Background: an optimization exercise with open tools, aiming at small area and a short achievable clock period. Do not read the settings as production practice.
Where RTL was checked, it was by simulation tests only, not by an equivalence proof against the original.
The flow treats the clock pin as an ideal source. Dropping or thinning the clock tree relies on that and would not hold on a real chip.

==> flow/design.v <==
module kojisan_scale (
    input  wire        clk,
    input  wire        rst,
    input  wire        in_valid,
    input  wire        in_sel,
    input  wire [15:0] in_raw,
    output reg         out_valid,
    output reg         out_sel,
    output reg  [31:0] out_q
);
    function automatic [31:0] radd(input [31:0] a, input [31:0] b, input cin);
        integer i;
        reg c;
        begin
            c = cin;
            for (i = 0; i < 32; i = i + 1) begin
                radd[i] = a[i] ^ b[i] ^ c;
                c = (a[i] & b[i]) | (c & (a[i] ^ b[i]));
            end
        end
    endfunction
    reg [15:0] r1; reg s1, v1;
    reg [20:0] p2; reg s2, v2;
    reg [23:0] n3; reg s3, v3;
    wire [31:0] r32 = {16'd0, r1};
    wire [31:0] p5  = radd(r32 << 2, r32, 1'b0);
    wire [31:0] p25 = radd(p5 << 2, p5, 1'b0);
    wire [31:0] pp  = {11'd0, p2};
    wire [31:0] n   = s2 ? (pp << 2) : radd(pp << 3, ~pp, 1'b1);
    wire [31:0] nn  = {8'd0, n3};
    wire [31:0] cs  = radd({24'd0, nn[23:16]}, {23'd0, nn[8:0]}, 1'b0);
    wire        c25 = cs[8] | cs[9];
    wire [31:0] q0  = radd({nn[24:0], 7'd0}, {17'd0, nn[23:9]}, c25);
    wire [31:0] q   = s3 ? q0 : radd(q0, 32'hE9800000, 1'b0);
    always @(posedge clk) begin
        if (rst) begin v1 <= 1'b0; v2 <= 1'b0; v3 <= 1'b0; out_valid <= 1'b0; end
        else begin v1 <= in_valid; v2 <= v1; v3 <= v2; out_valid <= v3; end
        r1 <= in_raw; s1 <= in_sel;
        p2 <= p25[20:0]; s2 <= s1;
        n3 <= n[23:0];   s3 <= s2;
        out_q <= q;      out_sel <= s3;
    end
endmodule
Settings: LEC_CHECK=0, ABC_AREA=1, CAP_MARGIN=20, CORE_MARGIN=2, CORE_UTILIZATION=40, SLEW_MARGIN=20; clock period 10.0 ns.
run.sh (not shown) runs the stock make flow with config.mk's settings and CLKGATE_MAP_FILE= SYNTH_SCRIPT=/design/flow/synth_recipe.tcl, a recipe that flattens the netlist after the stock synthesis.
The starting point finished with timing, DRC and antenna clean.
Next try:
==> flow/design.v (replaced) <==
module kojisan_scale (
    input  wire        clk,
    input  wire        rst,
    input  wire        in_valid,
    input  wire        in_sel,
    input  wire [15:0] in_raw,
    output reg         out_valid,
    output reg         out_sel,
    output reg  [31:0] out_q
);
    reg [15:0] r1; reg s1, v1;
    reg [20:0] p2; reg s2, v2;
    reg [23:0] n3; reg s3, v3;
    wire [18:0] p5  = {1'b0, r1, 2'b00} + {3'b000, r1};
    wire [20:0] p25 = {p5, 2'b00} + {2'b00, p5};
    wire [23:0] n = s2 ? {1'b0, p2, 2'b00} : ({p2, 3'b000} - {3'b000, p2});
    wire [56:0] w = {1'b0, n3, 8'd0, n3} + {17'd0, n3, 16'd0}
                  + (s3 ? 57'h000000001000000 : 57'h1d3000001000000);
    always @(posedge clk) begin
        if (rst) begin v1 <= 1'b0; v2 <= 1'b0; v3 <= 1'b0; out_valid <= 1'b0; end
        else begin v1 <= in_valid; v2 <= v1; v3 <= v2; out_valid <= v3; end
        r1 <= in_raw; s1 <= in_sel;
        p2 <= p25;    s2 <= s1;
        n3 <= n;      s3 <= s2;
        out_q <= w[56:25]; out_sel <= s3;
    end
endmodule
What happened: The new run finished with timing, DRC and antenna clean. Sequential cell count does not change. Routed wire length climbs to 2.8 times its value. Area after synthesis climbs by well over a third. Design area climbs by well over a third. Global-route usage climbs by 7.9 points. Via count climbs to 2.7 times its value. Setup slack gets better by 6.2 ns. Utilization drops by 2.6 points. Count of clock-buffer cells in the layout climbs by 2. Worst hold slack gets worse by 0.0085 ns. Die area climbs by well over a third.
Function was not checked in any run of this note: the RTL went through the layout flow alone.


main:
Another version of the RTL of kojisan_scale (not shown whole).
Size: ~660 cells after synthesis, about 54 I/O pins, roughly 5600 um^2 of cells after synthesis.
==> module kojisan_scale, before the edit <==
module kojisan_scale (
    input  wire        clk,
    input  wire        rst,
    input  wire        in_valid,
    input  wire        in_sel,
    input  wire [15:0] in_raw,
    output reg         out_valid,
    output reg         out_sel,
    output reg  [31:0] out_q
);
    reg [15:0] r1; reg s1, v1;
    reg [20:0] p2; reg s2, v2;
    wire [18:0] p5  = {1'b0, r1, 2'b00} + {3'b000, r1};
    wire [20:0] p25 = {p5, 2'b00} + {2'b00, p5};
    wire [23:0] n = s2 ? {1'b0, p2, 2'b00} : ({p2, 3'b000} - {3'b000, p2});
    wire [56:0] w = {1'b0, n, 8'd0, n} + {17'd0, n, 16'd0}
                  + (s2 ? 57'h000000001000000 : 57'h1d3000001000000);
    always @(posedge clk) begin
        if (rst) begin v1 <= 1'b0; v2 <= 1'b0; out_valid <= 1'b0; end
        else begin v1 <= in_valid; v2 <= v1; out_valid <= v2; end
        r1 <= in_raw; s1 <= in_sel;
        p2 <= p25;    s2 <= s1;
        out_q <= w[56:25]; out_sel <= s2;
    end
endmodule
==> flow/config.mk <==
export PLATFORM = sky130hd
export DESIGN_NAME = kojisan_scale
export DESIGN_NICKNAME = kojisan_scale
export VERILOG_FILES = /design/flow/design.v
export SDC_FILE = /design/flow/constraint.sdc
export NUM_CORES = 4
export LEC_CHECK = 0
export CAP_MARGIN = 20
export CORE_MARGIN = 2
export CORE_UTILIZATION = 40
export SLEW_MARGIN = 20
==> flow/constraint.sdc <==
create_clock -name core_clock -period 10.0 [get_ports {clk}]
set_input_delay 2.0000 -clock core_clock [delete_from_list [all_inputs] [get_ports {clk}]]
set_output_delay 2.0000 -clock core_clock [all_outputs]
set_load 0.01 [all_outputs]
#### Input delta (the feature branch over main)
==> flow/design.v <==
module kojisan_scale (
    input  wire        clk,
    input  wire        rst,
    input  wire        in_valid,
    input  wire        in_sel,
    input  wire [15:0] in_raw,
    output reg         out_valid,
    output reg         out_sel,
    output wire [31:0] out_q
);
    wire [18:0] p5  = {1'b0, in_raw, 2'b00} + {3'b000, in_raw};
    wire [20:0] p25 = {p5, 2'b00} + {2'b00, p5};
    wire [23:0] n   = in_sel ? {1'b0, p25, 2'b00} : ({p25, 3'b000} - {3'b000, p25});
    reg  [23:0] n_r;
    always @(posedge clk) begin
        if (rst) out_valid <= 1'b0;
        else     out_valid <= in_valid;
        out_sel <= in_sel;
        n_r     <= n;
    end
    wire [56:0] w = {1'b0, n_r, 8'd0, n_r} + {17'd0, n_r, 16'd0}
                  + (out_sel ? 57'h000000001000000 : 57'h1d3000001000000);
    assign out_q = w[56:25];
endmodule
Findings:
The faster design of the two is main; the feature branch tops out lower. The feature branch vs. main: share of the core filled with cells in the final layout went up by 0.37 points. Per the comparison of the feature branch with main, net count reported at finish decreased about 11%, area of placed instances saw a decrease, final period utilization now sits higher, total wire length now sits lower. Delta (the feature branch minus main): synthesized area went down by 24%. Number of different library cells in the post-synthesis netlist ends up lower on the feature branch. Measured against the feature branch, the number of global-route vias before repair of main comes out at 1.18 times the reference value. The run showing the smaller routed length per placed instance is the feature branch. Sort the feature branch and main by relative area of clock buffers and inverters in the final design, descending, and main comes first. When the feature branch is set beside main, its number of fill cells turns out to be 280 smaller.
Function not checked in main: the RTL went through the layout flow alone.


rev 12:
kojisan_scale, a different RTL version from the one above (not shown whole).
Size: about 54 I/O pins, ~0.0030 mm² of cells after synthesis.
==> module kojisan_scale, before the edit <==
module kojisan_scale (
    input  wire        clk,
    input  wire        rst,
    input  wire        in_valid,
    input  wire        in_sel,
    input  wire [15:0] in_raw,
    output reg         out_valid,
    output reg         out_sel,
    output wire [31:0] out_q
);
    function automatic [31:0] radd(input [31:0] a, input [31:0] b, input cin);
        integer i;
        reg c;
        begin
            c = cin;
            for (i = 0; i < 32; i = i + 1) begin
                radd[i] = a[i] ^ b[i] ^ c;
                c = (a[i] & b[i]) | (c & (a[i] ^ b[i]));
            end
        end
    endfunction
    wire [31:0] r32 = {16'd0, in_raw};
    wire [31:0] p5  = radd(r32 << 2, r32, 1'b0);
    wire [31:0] p25 = radd(p5 << 2, p5, 1'b0);
    wire [31:0] n0  = in_sel ? (p25 << 2) : radd(p25 << 3, ~p25, 1'b1);
    reg  [23:0] n_r;
    always @(posedge clk) begin
        if (rst) out_valid <= 1'b0;
        else     out_valid <= in_valid;
        out_sel <= in_sel;
        n_r     <= n0[23:0];
    end
    wire [31:0] n = {8'd0, n_r};
    wire [31:0] cs  = radd({24'd0, n[23:16]}, {23'd0, n[8:0]}, 1'b0);
    wire        c25 = cs[8] | cs[9];
    wire [31:0] q0  = radd({n[24:0], 7'd0}, {17'd0, n[23:9]}, c25);
    assign out_q = out_sel ? q0 : radd(q0, 32'hE9800000, 1'b0);
endmodule
clock: 10.0 ns
lec_check: 0
abc_clock_period_in_ps: 3000
cap_margin: 20
core_margin: 2
core_utilization: 40
slew_margin: 20
Final checks on rev 12, whose flow otherwise completed, came back failing, citing negative setup slack.
### rev 12 -> rev 13
==> flow/design.v <==
module kojisan_scale (
    input  wire        clk,
    input  wire        rst,
    input  wire        in_valid,
    input  wire        in_sel,
    input  wire [15:0] in_raw,
    output reg         out_valid,
    output reg         out_sel,
    output wire [31:0] out_q
);
    wire [18:0] p5  = {1'b0, in_raw, 2'b00} + {3'b000, in_raw};
    wire [20:0] p25 = {p5, 2'b00} + {2'b00, p5};
    wire [23:0] n   = in_sel ? {1'b0, p25, 2'b00} : ({p25, 3'b000} - {3'b000, p25});
    reg  [23:0] n_r;
    always @(posedge clk) begin
        if (rst) out_valid <= 1'b0;
        else     out_valid <= in_valid;
        out_sel <= in_sel;
        n_r     <= n;
    end
    wire [56:0] w = {1'b0, n_r, 8'd0, n_r} + {17'd0, n_r, 16'd0}
                  + (out_sel ? 57'h000000001000000 : 57'h1d3000001000000);
    assign out_q = w[56:25];
endmodule
### Flow results
The number of stages on the worst setup path of rev 13 exceeds that of rev 12 by 1.
Clock-buffer cell count: rev 13 vs rev 12 identical
Comparing rev 12 against rev 13, there is no change at all in cts-stage hold buffer count.
Ratio of final minimum period to clock period: rev 13 vs rev 12 down 24 points
Rev 13 vs. rev 12: wire length of the first global-routing pass now larger, area of placed instances now larger.
The layout from rev 12, despite a flow that completed every stage, fails the layout checks, with the failing checks listed as negative setup slack.
Rev 13 finished every step from synthesis to the final layout, and the layout passed the timing, design-rule and antenna checks.
Commonest non-fill, non-tap cell in the layout = sky130_fd_sc_hd__ha_1: rev 13; commonest non-fill, non-tap cell in the layout = sky130_fd_sc_hd__buf_4: rev 12
In rev 13, total of endpoints with negative setup slack in the final report is lower than in rev 12.
When rev 13 is set beside rev 12, its post-DP HPWL turns out to be 3600 µm larger.
On worst setup slack after placement: rev 13 sits above rev 12.
No functional check of the RTL was part of rev 12.


Another version of the RTL of kojisan_scale (not shown whole).
Size: about 460 cells after synthesis, about 99 flip-flops.
==> module kojisan_scale, before the edit <==
module kojisan_scale (
    input  wire        clk,
    input  wire        rst,
    input  wire        in_valid,
    input  wire        in_sel,
    input  wire [15:0] in_raw,
    output reg         out_valid,
    output reg         out_sel,
    output reg  [31:0] out_q
);
    function automatic [31:0] skadd(input [31:0] a, input [31:0] b, input cin);
        reg [31:0] g, p, x;
        integer l, i;
        begin
            x = a ^ b;
            g = a & b;
            p = x;
            g[0] = g[0] | (p[0] & cin);
            for (l = 0; l < 5; l = l + 1)
                for (i = 0; i < 32; i = i + 1)
                    if (((i >> l) & 1) == 1) begin
                        g[i] = g[i] | (p[i] & g[((i >> l) << l) - 1]);
                        p[i] = p[i] & p[((i >> l) << l) - 1];
                    end
            skadd = x ^ {g[30:0], cin};
        end
    endfunction
    function automatic [63:0] bkadd64(input [63:0] a, input [63:0] b, input cin);
        reg [63:0] g, p, x;
        integer l, i;
        begin
            x = a ^ b;
            g = a & b;
            p = x;
            g[0] = g[0] | (p[0] & cin);
            for (l = 0; l < 6; l = l + 1)
                for (i = 0; i < 64; i = i + 1)
                    if ((i % (2 << l)) == (2 << l) - 1) begin
                        g[i] = g[i] | (p[i] & g[i - (1 << l)]);
                        p[i] = p[i] & p[i - (1 << l)];
                    end
            for (l = 4; l >= 0; l = l - 1)
                for (i = 0; i < 64; i = i + 1)
                    if (i >= (3 << l) - 1 && (i % (2 << l)) == (1 << l) - 1) begin
                        g[i] = g[i] | (p[i] & g[i - (1 << l)]);
                        p[i] = p[i] & p[i - (1 << l)];
                    end
            bkadd64 = x ^ {g[62:0], cin};
        end
    endfunction
    reg [15:0] r1; reg s1, v1;
    reg [18:0] a2; reg s2, v2;
    reg [23:0] n3; reg s3, v3;
    wire [31:0] rr  = {16'd0, r1};
    wire [31:0] a   = skadd(rr << 3, ~rr, 1'b1);
    wire [18:0] am  = s1 ? {1'b0, r1, 2'b00} : a[18:0];
    wire [23:0] n   = {1'b0, a2, 4'b0000} + {2'b00, a2, 3'b000} + {5'b00000, a2};
    wire [63:0] w   = bkadd64({23'd0, 1'b0, n3, 8'h01, n3[23:16]},
                              {23'd0, s3 ? 9'h000 : 9'h1D3, 8'h00, n3}, 1'b0);
    always @(posedge clk) begin
        if (rst) begin v1 <= 1'b0; v2 <= 1'b0; v3 <= 1'b0; out_valid <= 1'b0; end
        else begin v1 <= in_valid; v2 <= v1; v3 <= v2; out_valid <= v3; end
        r1 <= in_raw; s1 <= in_sel;
        a2 <= am;        s2 <= s1;
        n3 <= n;         s3 <= s2;
        out_q <= w[40:9]; out_sel <= s3;
    end
endmodule
export LEC_CHECK = 0
export CAP_MARGIN = 20
export CORE_MARGIN = 2
export CORE_UTILIZATION = 40
export SLEW_MARGIN = 20
create_clock -name core_clock -period 10.0 [get_ports {clk}]
standard.sh (not shown) runs the stock make flow with config.mk's settings and CLKGATE_MAP_FILE= SYNTH_SCRIPT=/design/flow/synth_recipe.tcl, a recipe that flattens the netlist after the stock synthesis.
==> flow/flow/run.sh <==
#!/bin/bash
set -euo pipefail
export BUFFER_PORTS_ARGS="-buffer_cell sky130_fd_sc_hd__buf_1"
export SETUP_SLACK_MARGIN=7.3
export SKIP_CTS_REPAIR_TIMING=1
bash standard.sh cts > standard_to_cts.log 2>&1
openroad -no_init -exit flow/clktree_ob2.tcl > clktree.log 2>&1
bash standard.sh finish > standard_finish.log 2>&1
Other scripts of this flow, unchanged in this note and not shown: flow/flow/clktree_ob2.tcl
Then changed:
--- a/flow/design.v
+++ b/flow/design.v
@@ -6,25 +6,31 @@
     input  wire [15:0] in_raw,
     output reg         out_valid,
     output reg         out_sel,
     output reg  [31:0] out_q
 );
-    function automatic [31:0] skadd(input [31:0] a, input [31:0] b, input cin);
+    function automatic [31:0] bkadd(input [31:0] a, input [31:0] b, input cin);
         reg [31:0] g, p, x;
         integer l, i;
         begin
             x = a ^ b;
             g = a & b;
             p = x;
             g[0] = g[0] | (p[0] & cin);
             for (l = 0; l < 5; l = l + 1)
                 for (i = 0; i < 32; i = i + 1)
-                    if (((i >> l) & 1) == 1) begin
-                        g[i] = g[i] | (p[i] & g[((i >> l) << l) - 1]);
-                        p[i] = p[i] & p[((i >> l) << l) - 1];
+                    if ((i % (2 << l)) == (2 << l) - 1) begin
+                        g[i] = g[i] | (p[i] & g[i - (1 << l)]);
+                        p[i] = p[i] & p[i - (1 << l)];
                     end
-            skadd = x ^ {g[30:0], cin};
+            for (l = 3; l >= 0; l = l - 1)
+                for (i = 0; i < 32; i = i + 1)
+                    if (i >= (3 << l) - 1 && (i % (2 << l)) == (1 << l) - 1) begin
+                        g[i] = g[i] | (p[i] & g[i - (1 << l)]);
+                        p[i] = p[i] & p[i - (1 << l)];
+                    end
+            bkadd = x ^ {g[30:0], cin};
         end
     endfunction
     function automatic [63:0] bkadd64(input [63:0] a, input [63:0] b, input cin);
         reg [63:0] g, p, x;
         integer l, i;
@@ -50,11 +56,11 @@
     endfunction
     reg [15:0] r1; reg s1, v1;
     reg [18:0] a2; reg s2, v2;
     reg [23:0] n3; reg s3, v3;
     wire [31:0] rr  = {16'd0, r1};
-    wire [31:0] a   = skadd(rr << 3, ~rr, 1'b1);
+    wire [31:0] a   = bkadd(rr << 3, ~rr, 1'b1);
     wire [18:0] am  = s1 ? {1'b0, r1, 2'b00} : a[18:0];
     wire [23:0] n   = {1'b0, a2, 4'b0000} + {2'b00, a2, 3'b000} + {5'b00000, a2};
     wire [63:0] w   = bkadd64({23'd0, 1'b0, n3, 8'h01, n3[23:16]},
                               {23'd0, s3 ? 9'h000 : 9'h1D3, 8'h00, n3}, 1'b0);
     always @(posedge clk) begin
The changed run finished with timing, DRC and antenna clean; cell area rises by 2.2%; synthesized cell count rises by 1.1%; wire length rises by 0.47%; worst hold slack barely changes; via count rises by 2.2%; setup slack gets worse by 41 ps; global-route usage falls by 0.17 points; critical path depth rises by 8; die area rises by 1.7%; sequential share of layout area falls by 0.92 points; utilization rises by 0.63 points.
The RTL of the second run of this note was laid out without a check of its function. No run of this note takes its clock network from TritonCTS; it comes from the design's own scripts or RTL.

afterwards: timing with drivers on the ports:
The results above use ideal ports. As a check the final layouts listed here were re-extracted and re-timed, cells and wires unchanged. Step 1, drivers: a clkbuf_16 drives clk and a buf_2 each remaining input, both assumed. Step 2, shift: input delay + t, output delay - t, t = (earliest + latest rising clock arrival at the registers) / 2. This alone moves slack from input paths to output paths. Slacks: ideal ports / drivers / drivers and shift; pairs: ideal ports / drivers.
run | t (ns) | setup WS [ns] | worst hold slack (ns) | latest minus earliest clock arrival (ns) | slew at the worst register clock pin (ns)
the first run of note 1 | 0.391 | 0.625 / 0.625 / 0.625 | 0.337 / 0.337 / 0.337 | 0.007 / 0.008 | 0.10 / 0.10
the second run of note 1 | 0.391 | 6.812 / 6.769 / 6.870 | 0.329 / 0.329 / 0.329 | 0.008 / 0.008 | 0.07 / 0.07
main | 0.389 | 4.254 / 4.254 / 4.254 | 0.324 / 0.324 / 0.324 | 0.013 / 0.013 | 0.06 / 0.06
the feature branch | 0.285 | 1.813 / 1.814 / 1.529 | 2.266 / 2.264 / 2.549 | 0.001 / 0.002 | 0.08 / 0.08
rev 12 | 0.296 | -0.559 / -0.586 / -0.883 | 2.091 / 2.088 / 2.385 | 0.001 / 0.001 | 0.09 / 0.09
rev 13 | 0.285 | 1.813 / 1.814 / 1.529 | 2.266 / 2.264 / 2.549 | 0.001 / 0.002 | 0.08 / 0.08
the first run of note 4 | 0.238 | 7.388 / 7.303 / 7.403 | 0.360 / 0.360 / 0.360 | 0.008 / 0.008 | 0.09 / 0.09
the second run of note 4 | 0.238 | 7.347 / 7.309 / 7.348 | 0.358 / 0.358 / 0.358 | 0.008 / 0.009 | 0.09 / 0.09
For rev 12, which loses most, drivers alone change the setup slack by -0.027 ns; drivers and shift together by -0.324 ns.
